Source: an optimization exercise on an open RTL-to-GDS flow (aim: small area, a short achievable clock period and few clock cycles per item). Production flows keep margins and buffers that such runs may drop.
Where RTL was checked, it was by simulation tests only, not by an equivalence proof against the original.

==> module rxp_ctr_de, before the edit <==
module rxp_ctr_de (
  input  wire         clk,
  input  wire         rst_n,
  input  wire         in_valid,
  output wire         in_ready,
  input  wire         in_first,
  input  wire [127:0] in_key,
  input  wire [127:0] in_iv,
  input  wire [127:0] in_data,
  output reg          out_valid,
  output reg  [127:0] out_data
);
  reg         va, vb;      
  reg  [3:0]  ra, rb;      
  reg         rdy;         
  reg         rdy_o;       
  reg [127:0] key_r;       
  reg [127:0] ctr_n;       
  reg [127:0] x;           
  reg [127:0] ka;          
  reg [127:0] ya;          
  reg  [63:0] yd;          
  reg [127:0] kb;          
  reg  [15:0] kd;          
  reg [127:0] d0, d1;      
  assign in_ready = rdy_o;
  wire accept = in_valid && rdy_o;
  wire [127:0] blk_key = in_first ? in_key : key_r;
  wire [127:0] blk_ctr = in_first ? in_iv  : ctr_n;
  function [7:0] xtime;
    input [7:0] a;
    xtime = {a[6:0], 1'b0} ^ (a[7] ? 8'h1b : 8'h00);
  endfunction
  function [127:0] inc128;
    input [127:0] v;
    integer k;
    begin
      for (k = 0; k < 128; k = k + 1)
        inc128[k] = v[k] ^ (&(v | ~({128{1'b1}} >> (128 - k))));
    end
  endfunction
  wire [127:0] xk = x ^ ka;                   
  wire [63:0] xd;
  wire [15:0] kxd;
  wire [31:0] rot = {ka[23:0], ka[31:24]};    
  genvar i, c;
  generate
    for (i = 0; i < 16; i = i + 1) begin : g_da
      aes_sbox_d u_d (.a(xk[127 - 8*i -: 8]), .di(xd[63 - 4*i -: 4]));
    end
    for (i = 0; i < 4; i = i + 1) begin : g_dk
      aes_sbox_d u_d (.a(rot[31 - 8*i -: 8]), .di(kxd[15 - 4*i -: 4]));
    end
  endgenerate
  wire [7:0] sb [0:15];    
  wire [7:0] sr [0:15];    
  wire [7:0] mc [0:15];    
  generate
    for (i = 0; i < 16; i = i + 1) begin : g_yb
      aes_sbox_y u_y (.a(ya[127 - 8*i -: 8]), .di(yd[63 - 4*i -: 4]), .y(sb[i]));
    end
    for (c = 0; c < 4; c = c + 1) begin : g_shift
      assign sr[4*c + 0] = sb[4*((c + 0) % 4) + 0];
      assign sr[4*c + 1] = sb[4*((c + 1) % 4) + 1];
      assign sr[4*c + 2] = sb[4*((c + 2) % 4) + 2];
      assign sr[4*c + 3] = sb[4*((c + 3) % 4) + 3];
    end
    for (c = 0; c < 4; c = c + 1) begin : g_mix
      wire [7:0] a0 = sr[4*c + 0];
      wire [7:0] a1 = sr[4*c + 1];
      wire [7:0] a2 = sr[4*c + 2];
      wire [7:0] a3 = sr[4*c + 3];
      assign mc[4*c + 0] = xtime(a0) ^ (xtime(a1) ^ a1) ^ a2 ^ a3;
      assign mc[4*c + 1] = a0 ^ xtime(a1) ^ (xtime(a2) ^ a2) ^ a3;
      assign mc[4*c + 2] = a0 ^ a1 ^ xtime(a2) ^ (xtime(a3) ^ a3);
      assign mc[4*c + 3] = (xtime(a0) ^ a0) ^ a1 ^ a2 ^ xtime(a3);
    end
  endgenerate
  wire [127:0] sr_vec, mc_vec;
  generate
    for (i = 0; i < 16; i = i + 1) begin : g_pack
      assign sr_vec[127 - 8*i -: 8] = sr[i];
      assign mc_vec[127 - 8*i -: 8] = mc[i];
    end
  endgenerate
  reg [7:0] rcon;
  always @(*) begin
    case (rb)
      4'd1:    rcon = 8'h01;
      4'd2:    rcon = 8'h02;
      4'd3:    rcon = 8'h04;
      4'd4:    rcon = 8'h08;
      4'd5:    rcon = 8'h10;
      4'd6:    rcon = 8'h20;
      4'd7:    rcon = 8'h40;
      4'd8:    rcon = 8'h80;
      4'd9:    rcon = 8'h1b;
      default: rcon = 8'h36;
    endcase
  end
  wire [31:0] w0 = kb[127:96];
  wire [31:0] w1 = kb[95:64];
  wire [31:0] w2 = kb[63:32];
  wire [31:0] w3 = kb[31:0];
  wire [31:0] krot = {w3[23:0], w3[31:24]};
  wire [31:0] sub;
  generate
    for (i = 0; i < 4; i = i + 1) begin : g_yk
      aes_sbox_y u_y (.a(krot[31 - 8*i -: 8]), .di(kd[15 - 4*i -: 4]), .y(sub[31 - 8*i -: 8]));
    end
  endgenerate
  wire [31:0] t  = sub ^ {rcon, 24'h000000};
  wire [31:0] n0 = t ^ w0;
  wire [31:0] n1 = t ^ (w0 ^ w1);
  wire [31:0] n2 = t ^ (w0 ^ w1 ^ w2);
  wire [31:0] n3 = t ^ (w0 ^ w1 ^ w2 ^ w3);
  wire [127:0] next_rk = {n0, n1, n2, n3};
  wire last = vb && (rb == 4'd10);
  always @(posedge clk) begin
    ya <= xk;
    yd <= xd;
    kb <= ka;
    kd <= kxd;
    x  <= rdy ? blk_ctr : mc_vec;
    ka <= rdy ? blk_key : next_rk;
    d0 <= rdy ? in_data : d1;
    d1 <= d0;
    out_data <= sr_vec ^ next_rk ^ d1;
  end
  always @(posedge clk) begin
    if (accept && in_first)
      key_r <= in_key;
    if (accept) begin
      ctr_n <= inc128(blk_ctr);
    end
  end
  always @(posedge clk) begin
    if (!rst_n) begin
      va        <= 1'b0;
      vb        <= 1'b0;
      rdy       <= 1'b1;
      rdy_o     <= 1'b0;
      out_valid <= 1'b0;
    end else begin
      vb        <= va;
      va        <= accept || (vb && !last);
      rdy       <= !va || (ra == 4'd10);
      rdy_o     <= !va || (ra == 4'd10);
      out_valid <= last;
    end
  end
  always @(posedge clk) begin
    rb <= ra;
    ra <= rdy ? 4'd1 : rb + 4'd1;
  end
endmodule
Settings: LEC_CHECK=0, CAP_MARGIN=20, CORE_MARGIN=2, CORE_UTILIZATION=35, PLACE_DENSITY=0.45, SETUP_SLACK_MARGIN=3.0, SLEW_MARGIN=20; clock period 6.0 ns.
run.sh (not shown) runs the stock make flow with config.mk's settings and CLKGATE_MAP_FILE= SYNTH_SCRIPT=/design/flow/synth_recipe.tcl, a recipe that flattens the netlist after the stock synthesis.
Edit:
--- a/flow/design.v
+++ b/flow/design.v
@@ -110,7 +110,8 @@
   reg [127:0] ka;          
   reg [127:0] ya;          
   reg  [63:0] yd;          
-  reg [127:0] kb;          
+  reg [127:0] kp;          
+  reg  [31:0] kw;          
   reg  [15:0] kd;          
   reg [127:0] d0, d1;      
   assign in_ready = rdy_o;
@@ -123,20 +124,26 @@
   endfunction
   function [127:0] inc128;
     input [127:0] v;
-    integer k;
+    reg   [15:0]  ones;
+    reg   [15:0]  cin;
+    integer k, j;
     begin
-      for (k = 0; k < 128; k = k + 1)
-        inc128[k] = v[k] ^ (&(v | ~({128{1'b1}} >> (128 - k))));
+      for (k = 0; k < 16; k = k + 1)
+        ones[k] = &v[8*k +: 8];
+      for (k = 0; k < 16; k = k + 1)
+        cin[k] = &(ones | ~({16{1'b1}} >> (16 - k)));
+      for (k = 0; k < 16; k = k + 1)
+        for (j = 0; j < 8; j = j + 1)
+          inc128[8*k + j] = v[8*k + j] ^ (cin[k] & (&(v[8*k +: 8] | ~(8'hff >> (8 - j)))));
     end
   endfunction
-  wire [127:0] xk = x ^ ka;                   
   wire [63:0] xd;
   wire [15:0] kxd;
   wire [31:0] rot = {ka[23:0], ka[31:24]};    
   genvar i, c;
   generate
     for (i = 0; i < 16; i = i + 1) begin : g_da
-      aes_sbox_d u_d (.a(xk[127 - 8*i -: 8]), .di(xd[63 - 4*i -: 4]));
+      aes_sbox_d u_d (.a(x[127 - 8*i -: 8]), .di(xd[63 - 4*i -: 4]));
     end
     for (i = 0; i < 4; i = i + 1) begin : g_dk
       aes_sbox_d u_d (.a(rot[31 - 8*i -: 8]), .di(kxd[15 - 4*i -: 4]));
@@ -188,11 +195,7 @@
       default: rcon = 8'h36;
     endcase
   end
-  wire [31:0] w0 = kb[127:96];
-  wire [31:0] w1 = kb[95:64];
-  wire [31:0] w2 = kb[63:32];
-  wire [31:0] w3 = kb[31:0];
-  wire [31:0] krot = {w3[23:0], w3[31:24]};
+  wire [31:0] krot = {kw[23:0], kw[31:24]};
   wire [31:0] sub;
   generate
     for (i = 0; i < 4; i = i + 1) begin : g_yk
@@ -200,28 +203,25 @@
     end
   endgenerate
   wire [31:0] t  = sub ^ {rcon, 24'h000000};
-  wire [31:0] n0 = t ^ w0;
-  wire [31:0] n1 = t ^ (w0 ^ w1);
-  wire [31:0] n2 = t ^ (w0 ^ w1 ^ w2);
-  wire [31:0] n3 = t ^ (w0 ^ w1 ^ w2 ^ w3);
-  wire [127:0] next_rk = {n0, n1, n2, n3};
+  wire [127:0] next_rk = kp ^ {t, t, t, t};
   wire last = vb && (rb == 4'd10);
   always @(posedge clk) begin
-    ya <= xk;
+    ya <= x;
     yd <= xd;
-    kb <= ka;
+    kp <= {ka[127:96], ka[127:96] ^ ka[95:64], ka[127:96] ^ ka[95:64] ^ ka[63:32],
+           ka[127:96] ^ ka[95:64] ^ ka[63:32] ^ ka[31:0]};
+    kw <= ka[31:0];
     kd <= kxd;
-    x  <= rdy ? blk_ctr : mc_vec;
+    x  <= rdy ? (blk_ctr ^ blk_key) : (mc_vec ^ next_rk);
     ka <= rdy ? blk_key : next_rk;
     d0 <= rdy ? in_data : d1;
     d1 <= d0;
     out_data <= sr_vec ^ next_rk ^ d1;
   end
   always @(posedge clk) begin
-    if (accept && in_first)
-      key_r <= in_key;
     if (accept) begin
-      ctr_n <= inc128(blk_ctr);
+      key_r <= blk_key;
+      ctr_n <= in_first ? inc128(in_iv) : inc128(ctr_n);
     end
   end
   always @(posedge clk) begin
=> The changed run went through all stages and came out clean; global-route usage is lower by 1.1 points; die area is higher by a little under a tenth; register-to-register slack gains 690 ps; synthesized cell count is higher by roughly a tenth; final cell count is higher by a little under a tenth; core utilization is lower by 3.1 points; routed wire length is higher by a few percent; sequential share of layout area is higher by 0.17 points; first-iteration DRC count is higher by roughly a tenth; maximum frequency is higher by a quarter to a third; cell area is higher slightly; flip-flop and latch count is higher by 32.
No functional check of the RTL was part of any run of this note.

---

Setup of run a:
rxp_ctr_de again, from the RTL that the note above started with.
Settings: LEC_CHECK=0, CAP_MARGIN=20, CORE_MARGIN=2, CORE_UTILIZATION=35, PLACE_DENSITY=0.45, SETUP_SLACK_MARGIN=2.7, SLEW_MARGIN=20; clock period 6.0 ns.
Modified inputs, run b compared to run a
-- flow/design.v --
<<< run a, line 111
  reg [127:0] ya;          
  reg  [63:0] yd;          
  reg [127:0] kb;          
  reg  [15:0] kd;          
  reg [127:0] d0, d1;      
>>> run b, line 111
  reg [127:0] ya;          
  reg  [63:0] yd;          
  reg [127:0] kp;          
  reg  [31:0] kw;          
  reg  [15:0] kd;          
  reg [127:0] d0, d1;      
<<< run a, line 189
    endcase
  end
  wire [31:0] w0 = kb[127:96];
  wire [31:0] w1 = kb[95:64];
  wire [31:0] w2 = kb[63:32];
  wire [31:0] w3 = kb[31:0];
  wire [31:0] krot = {w3[23:0], w3[31:24]};
  wire [31:0] sub;
  generate
>>> run b, line 190
    endcase
  end
  wire [31:0] krot = {kw[23:0], kw[31:24]};
  wire [31:0] sub;
  generate
<<< run a, line 201
  endgenerate
  wire [31:0] t  = sub ^ {rcon, 24'h000000};
  wire [31:0] n0 = t ^ w0;
  wire [31:0] n1 = t ^ (w0 ^ w1);
  wire [31:0] n2 = t ^ (w0 ^ w1 ^ w2);
  wire [31:0] n3 = t ^ (w0 ^ w1 ^ w2 ^ w3);
  wire [127:0] next_rk = {n0, n1, n2, n3};
  wire last = vb && (rb == 4'd10);
  always @(posedge clk) begin
    ya <= xk;
    yd <= xd;
    kb <= ka;
    kd <= kxd;
    x  <= rdy ? blk_ctr : mc_vec;
>>> run b, line 198
  endgenerate
  wire [31:0] t  = sub ^ {rcon, 24'h000000};
  wire [127:0] next_rk = kp ^ {t, t, t, t};
  wire last = vb && (rb == 4'd10);
  always @(posedge clk) begin
    ya <= xk;
    yd <= xd;
    kp <= {ka[127:96], ka[127:96] ^ ka[95:64], ka[127:96] ^ ka[95:64] ^ ka[63:32],
           ka[127:96] ^ ka[95:64] ^ ka[63:32] ^ ka[31:0]};
    kw <= ka[31:0];
    kd <= kxd;
    x  <= rdy ? blk_ctr : mc_vec;
<<< run a, line 222
      key_r <= in_key;
    if (accept) begin
      ctr_n <= inc128(blk_ctr);
    end
  end
>>> run b, line 217
      key_r <= in_key;
    if (accept) begin
      ctr_n <= in_first ? inc128(in_iv) : inc128(ctr_n);
    end
  end
Findings:
| run b | all stages done | FAIL | antenna violations |
Going from run a to run b, the utilization was found to have gone down by 1.2 points.
The setup slack of the critical path after layout in run b was higher than what run a gave.
Total detailed-routing wirelength, run a and run b: larger value in run b
Delta (run b minus run a): number of buffers created by CTS has increased.
Function was not checked in any run of this note: the RTL went through the layout flow alone.

---

The RTL this note starts from:
==> flow/design.v <==
module aes_sbox_d (
  input  wire [7:0] a,
  output reg  [3:0] di
);
  wire [3:0] d;
  assign d[0] = ((a[0] ^ a[3] ^ a[4] ^ a[6]) & (a[1] ^ a[2] ^ a[3] ^ a[5] ^ a[7]))
             ^ ((a[2] ^ a[5] ^ a[6]) & (a[4] ^ a[6]))
             ^ ((a[5]) & (a[6]))
             ^ ((a[3]) & (a[7]))
             ^ (a[0] ^ a[2] ^ a[5]);
  assign d[1] = ((a[0] ^ a[2] ^ a[6]) & (a[1] ^ a[4] ^ a[5] ^ a[6]))
             ^ ((a[2] ^ a[3] ^ a[5] ^ a[6]) & (a[4] ^ a[5]))
             ^ ((a[3]) & (a[5] ^ a[7]))
             ^ ((a[6]) & (a[7]))
             ^ (a[1] ^ a[2] ^ a[4] ^ a[6] ^ a[7]);
  assign d[2] = ((a[0] ^ a[6] ^ a[7]) & (a[2] ^ a[3]))
             ^ ((a[1] ^ a[5] ^ a[7]) & (a[3] ^ a[4] ^ a[5] ^ a[6] ^ a[7]))
             ^ ((a[4] ^ a[6]) & (a[5] ^ a[6]))
             ^ ((a[6]) & (a[7]))
             ^ (a[1] ^ a[2] ^ a[4] ^ a[6]);
  assign d[3] = ((a[1] ^ a[3] ^ a[4] ^ a[5] ^ a[6]) & (a[2] ^ a[3] ^ a[4] ^ a[5] ^ a[6] ^ a[7]))
             ^ ((a[0] ^ a[4] ^ a[6]) & (a[5] ^ a[7]))
             ^ ((a[4]) & (a[6] ^ a[7]))
             ^ ((a[3]) & (a[7]))
             ^ (a[3] ^ a[4] ^ a[5] ^ a[6]);
  always @(*) begin
    case (d)
      4'd0: di = 4'd0;
      4'd1: di = 4'd1;
      4'd2: di = 4'd9;
      4'd3: di = 4'd14;
      4'd4: di = 4'd13;
      4'd5: di = 4'd11;
      4'd6: di = 4'd7;
      4'd7: di = 4'd6;
      4'd8: di = 4'd15;
      4'd9: di = 4'd2;
      4'd10: di = 4'd12;
      4'd11: di = 4'd5;
      4'd12: di = 4'd10;
      4'd13: di = 4'd4;
      4'd14: di = 4'd3;
      4'd15: di = 4'd8;
      default: di = 4'd0;
    endcase
  end
endmodule
module aes_sbox_y (
  input  wire [7:0] a,
  input  wire [3:0] di,
  output wire [7:0] y
);
  wire [7:0] l0;
  assign l0[0] = a[0] ^ a[2] ^ a[3] ^ a[5];
  assign l0[1] = a[0] ^ a[2] ^ a[3] ^ a[6];
  assign l0[2] = a[0] ^ a[1] ^ a[2] ^ a[4];
  assign l0[3] = a[0] ^ a[1] ^ a[4] ^ a[6];
  assign l0[4] = a[0] ^ a[2] ^ a[3] ^ a[4];
  assign l0[5] = a[5] ^ a[6] ^ a[7];
  assign l0[6] = a[2] ^ a[3] ^ a[4] ^ a[5] ^ a[6];
  assign l0[7] = a[1] ^ a[2] ^ a[7];
  wire [7:0] l1;
  assign l1[0] = a[0] ^ a[4] ^ a[7];
  assign l1[1] = a[1] ^ a[3] ^ a[5] ^ a[6];
  assign l1[2] = a[0] ^ a[2] ^ a[3] ^ a[4] ^ a[5] ^ a[6] ^ a[7];
  assign l1[3] = a[0] ^ a[2] ^ a[3] ^ a[5] ^ a[6] ^ a[7];
  assign l1[4] = a[2] ^ a[3] ^ a[5] ^ a[6] ^ a[7];
  assign l1[5] = a[0] ^ a[5] ^ a[7];
  assign l1[6] = a[1] ^ a[5] ^ a[7];
  assign l1[7] = a[0] ^ a[3] ^ a[4] ^ a[5];
  wire [7:0] l2;
  assign l2[0] = a[2] ^ a[6] ^ a[7];
  assign l2[1] = a[1] ^ a[3] ^ a[5] ^ a[6] ^ a[7];
  assign l2[2] = a[0] ^ a[2] ^ a[3] ^ a[6];
  assign l2[3] = a[1] ^ a[2] ^ a[5] ^ a[6];
  assign l2[4] = a[0] ^ a[1] ^ a[4] ^ a[6] ^ a[7];
  assign l2[5] = a[0] ^ a[3] ^ a[4] ^ a[5] ^ a[7];
  assign l2[6] = a[1] ^ a[4] ^ a[6] ^ a[7];
  assign l2[7] = a[0] ^ a[1] ^ a[2];
  wire [7:0] l3;
  assign l3[0] = a[1] ^ a[3] ^ a[6];
  assign l3[1] = a[4] ^ a[5] ^ a[7];
  assign l3[2] = a[1] ^ a[3] ^ a[5] ^ a[6];
  assign l3[3] = a[3] ^ a[4] ^ a[7];
  assign l3[4] = a[0] ^ a[1] ^ a[2] ^ a[4] ^ a[5] ^ a[7];
  assign l3[5] = a[0] ^ a[2] ^ a[3] ^ a[4] ^ a[6];
  assign l3[6] = a[1];
  assign l3[7] = a[1] ^ a[2] ^ a[4] ^ a[6] ^ a[7];
  assign y = ({8{di[0]}} & l0) ^ ({8{di[1]}} & l1) ^ ({8{di[2]}} & l2) ^ ({8{di[3]}} & l3) ^ 8'h63;
endmodule
module rxp_ctr_de (
  input  wire         clk,
  input  wire         rst_n,
  input  wire         in_valid,
  output wire         in_ready,
  input  wire         in_first,
  input  wire [127:0] in_key,
  input  wire [127:0] in_iv,
  input  wire [127:0] in_data,
  output reg          out_valid,
  output reg  [127:0] out_data
);
  reg         va, vb;      
  reg  [3:0]  ra, rb;      
  reg         rdy;         
  reg [127:0] key_r;       
  reg [127:0] ctr_r;       
  reg [127:0] x;           
  reg [127:0] ka;          
  reg [127:0] ya;          
  reg  [63:0] yd;          
  reg [127:0] kp;          
  reg  [31:0] kw;          
  reg  [15:0] kd;          
  reg [127:0] d0, d1;      
  assign in_ready = rdy;
  wire accept = in_valid && rdy;
  wire [127:0] blk_key = in_first ? in_key : key_r;
  wire [127:0] blk_ctr = in_first ? in_iv  : ctr_r + 128'd1;
  function [7:0] xtime;
    input [7:0] a;
    xtime = {a[6:0], 1'b0} ^ (a[7] ? 8'h1b : 8'h00);
  endfunction
  wire [63:0] xd;
  wire [15:0] kxd;
  wire [31:0] rot = {ka[23:0], ka[31:24]};    
  genvar i, c;
  generate
    for (i = 0; i < 16; i = i + 1) begin : g_da
      aes_sbox_d u_d (.a(x[127 - 8*i -: 8]), .di(xd[63 - 4*i -: 4]));
    end
    for (i = 0; i < 4; i = i + 1) begin : g_dk
      aes_sbox_d u_d (.a(rot[31 - 8*i -: 8]), .di(kxd[15 - 4*i -: 4]));
    end
  endgenerate
  wire [7:0] sb [0:15];    
  wire [7:0] sr [0:15];    
  wire [7:0] mc [0:15];    
  generate
    for (i = 0; i < 16; i = i + 1) begin : g_yb
      aes_sbox_y u_y (.a(ya[127 - 8*i -: 8]), .di(yd[63 - 4*i -: 4]), .y(sb[i]));
    end
    for (c = 0; c < 4; c = c + 1) begin : g_shift
      assign sr[4*c + 0] = sb[4*((c + 0) % 4) + 0];
      assign sr[4*c + 1] = sb[4*((c + 1) % 4) + 1];
      assign sr[4*c + 2] = sb[4*((c + 2) % 4) + 2];
      assign sr[4*c + 3] = sb[4*((c + 3) % 4) + 3];
    end
    for (c = 0; c < 4; c = c + 1) begin : g_mix
      wire [7:0] a0 = sr[4*c + 0];
      wire [7:0] a1 = sr[4*c + 1];
      wire [7:0] a2 = sr[4*c + 2];
      wire [7:0] a3 = sr[4*c + 3];
      assign mc[4*c + 0] = xtime(a0) ^ (xtime(a1) ^ a1) ^ a2 ^ a3;
      assign mc[4*c + 1] = a0 ^ xtime(a1) ^ (xtime(a2) ^ a2) ^ a3;
      assign mc[4*c + 2] = a0 ^ a1 ^ xtime(a2) ^ (xtime(a3) ^ a3);
      assign mc[4*c + 3] = (xtime(a0) ^ a0) ^ a1 ^ a2 ^ xtime(a3);
    end
  endgenerate
  wire [127:0] sr_vec, mc_vec;
  generate
    for (i = 0; i < 16; i = i + 1) begin : g_pack
      assign sr_vec[127 - 8*i -: 8] = sr[i];
      assign mc_vec[127 - 8*i -: 8] = mc[i];
    end
  endgenerate
  reg [7:0] rcon;
  always @(*) begin
    case (rb)
      4'd1:    rcon = 8'h01;
      4'd2:    rcon = 8'h02;
      4'd3:    rcon = 8'h04;
      4'd4:    rcon = 8'h08;
      4'd5:    rcon = 8'h10;
      4'd6:    rcon = 8'h20;
      4'd7:    rcon = 8'h40;
      4'd8:    rcon = 8'h80;
      4'd9:    rcon = 8'h1b;
      default: rcon = 8'h36;
    endcase
  end
  wire [31:0] krot = {kw[23:0], kw[31:24]};
  wire [31:0] sub;
  generate
    for (i = 0; i < 4; i = i + 1) begin : g_yk
      aes_sbox_y u_y (.a(krot[31 - 8*i -: 8]), .di(kd[15 - 4*i -: 4]), .y(sub[31 - 8*i -: 8]));
    end
  endgenerate
  wire [31:0] t  = sub ^ {rcon, 24'h000000};
  wire [127:0] next_rk = kp ^ {t, t, t, t};
  wire last = vb && (rb == 4'd10);
  always @(posedge clk) begin
    ya <= x;
    yd <= xd;
    kp <= {ka[127:96], ka[127:96] ^ ka[95:64], ka[127:96] ^ ka[95:64] ^ ka[63:32],
           ka[127:96] ^ ka[95:64] ^ ka[63:32] ^ ka[31:0]};
    kw <= ka[31:0];
    kd <= kxd;
    x  <= rdy ? (blk_ctr ^ blk_key) : (mc_vec ^ next_rk);
    ka <= rdy ? blk_key : next_rk;
    d0 <= rdy ? in_data : d1;
    d1 <= d0;
    out_data <= sr_vec ^ next_rk ^ d1;
  end
  always @(posedge clk) begin
    if (accept) begin
      key_r <= blk_key;
      ctr_r <= blk_ctr;
    end
  end
  always @(posedge clk) begin
    if (!rst_n) begin
      va        <= 1'b0;
      vb        <= 1'b0;
      rdy       <= 1'b1;
      out_valid <= 1'b0;
    end else begin
      vb        <= va;
      va        <= accept || (vb && !last);
      rdy       <= !va || (ra == 4'd10);
      out_valid <= last;
    end
  end
  always @(posedge clk) begin
    rb <= ra;
    ra <= rdy ? 4'd1 : rb + 4'd1;
  end
endmodule
Settings: LEC_CHECK=0, CAP_MARGIN=20, CORE_MARGIN=2, CORE_UTILIZATION=35, PLACE_DENSITY=0.45, SETUP_SLACK_MARGIN=3.0, SLEW_MARGIN=20; clock period 6.0 ns.
The first run finished with timing, DRC and antenna clean.
Testbench counts at the start, summed over its fixed seeds: cycles 48,016, items 4,800.
Rerun with:
--- a/flow/design.v
+++ b/flow/design.v
@@ -105,5 +105,5 @@
   reg         rdy;         
   reg [127:0] key_r;       
-  reg [127:0] ctr_r;       
+  reg [127:0] ctr_n;       
   reg [127:0] x;           
   reg [127:0] ka;          
@@ -117,5 +117,5 @@
   wire accept = in_valid && rdy;
   wire [127:0] blk_key = in_first ? in_key : key_r;
-  wire [127:0] blk_ctr = in_first ? in_iv  : ctr_r + 128'd1;
+  wire [127:0] blk_ctr = in_first ? in_iv  : ctr_n;
   function [7:0] xtime;
     input [7:0] a;
@@ -206,5 +206,5 @@
     if (accept) begin
       key_r <= blk_key;
-      ctr_r <= blk_ctr;
+      ctr_n <= in_first ? in_iv + 128'd1 : ctr_n + 128'd1;
     end
   end
Effect: Routed wire length rose by a few percent; sequential cell count is unchanged; global-route usage came out higher by 0.32 points; critical path depth drops by 2; fmax fell by roughly a tenth; area after synthesis went up slightly; worst setup slack loses 0.47 ns; via count climbs slightly; count of clock-buffer cells in the layout went up by 10; die area came out higher slightly; first-iteration DRC count shrinks by a few percent.
Function not checked in the second run of this note: the RTL went through the layout flow alone.

[static timing again, ports no longer ideal]
In the flow no input, the clock included, has a driving cell. The finished layouts below were timed again as built, in two steps. Step 1, drivers: a clkbuf_16 drives clk and a buf_2 each remaining input, both assumed. Step 2 moves the port delays by t, midway between the first and last clock arrival at a register: inputs arrive t later, outputs are due t later. That takes back most of the time a late clock gives input paths. Slacks: ideal / step 1 / step 2; pairs: ideal / step 1.
| run | t, ns | setup WS [ns] | worst register clock-pin slew, ns | worst slew at a driven data input, ns |
|---|---|---|---|---|
| the first run of note 1 | 0.916 | 1.880 / 1.717 / 0.801 | 0.07 / 0.07 | 0.32 |
| the second run of note 1 | 0.927 | 2.729 / 2.669 / 1.741 | 0.07 / 0.07 | 0.18 |
| run a | 0.897 | 1.599 / 1.420 / 0.523 | 0.07 / 0.07 | 0.35 |
| run b | 0.943 | 2.710 / 2.656 / 1.713 | 0.07 / 0.07 | 0.20 |
| the first run of note 3 | 0.904 | 2.875 / 2.875 / 2.298 | 0.07 / 0.07 | 0.22 |
| the second run of note 3 | 0.943 | 2.409 / 2.144 / 1.202 | 0.07 / 0.07 | 0.48 |
The setup slack of the second run of note 3, which loses most, moves by -0.265 ns with the drivers and by -1.207 ns with both steps.
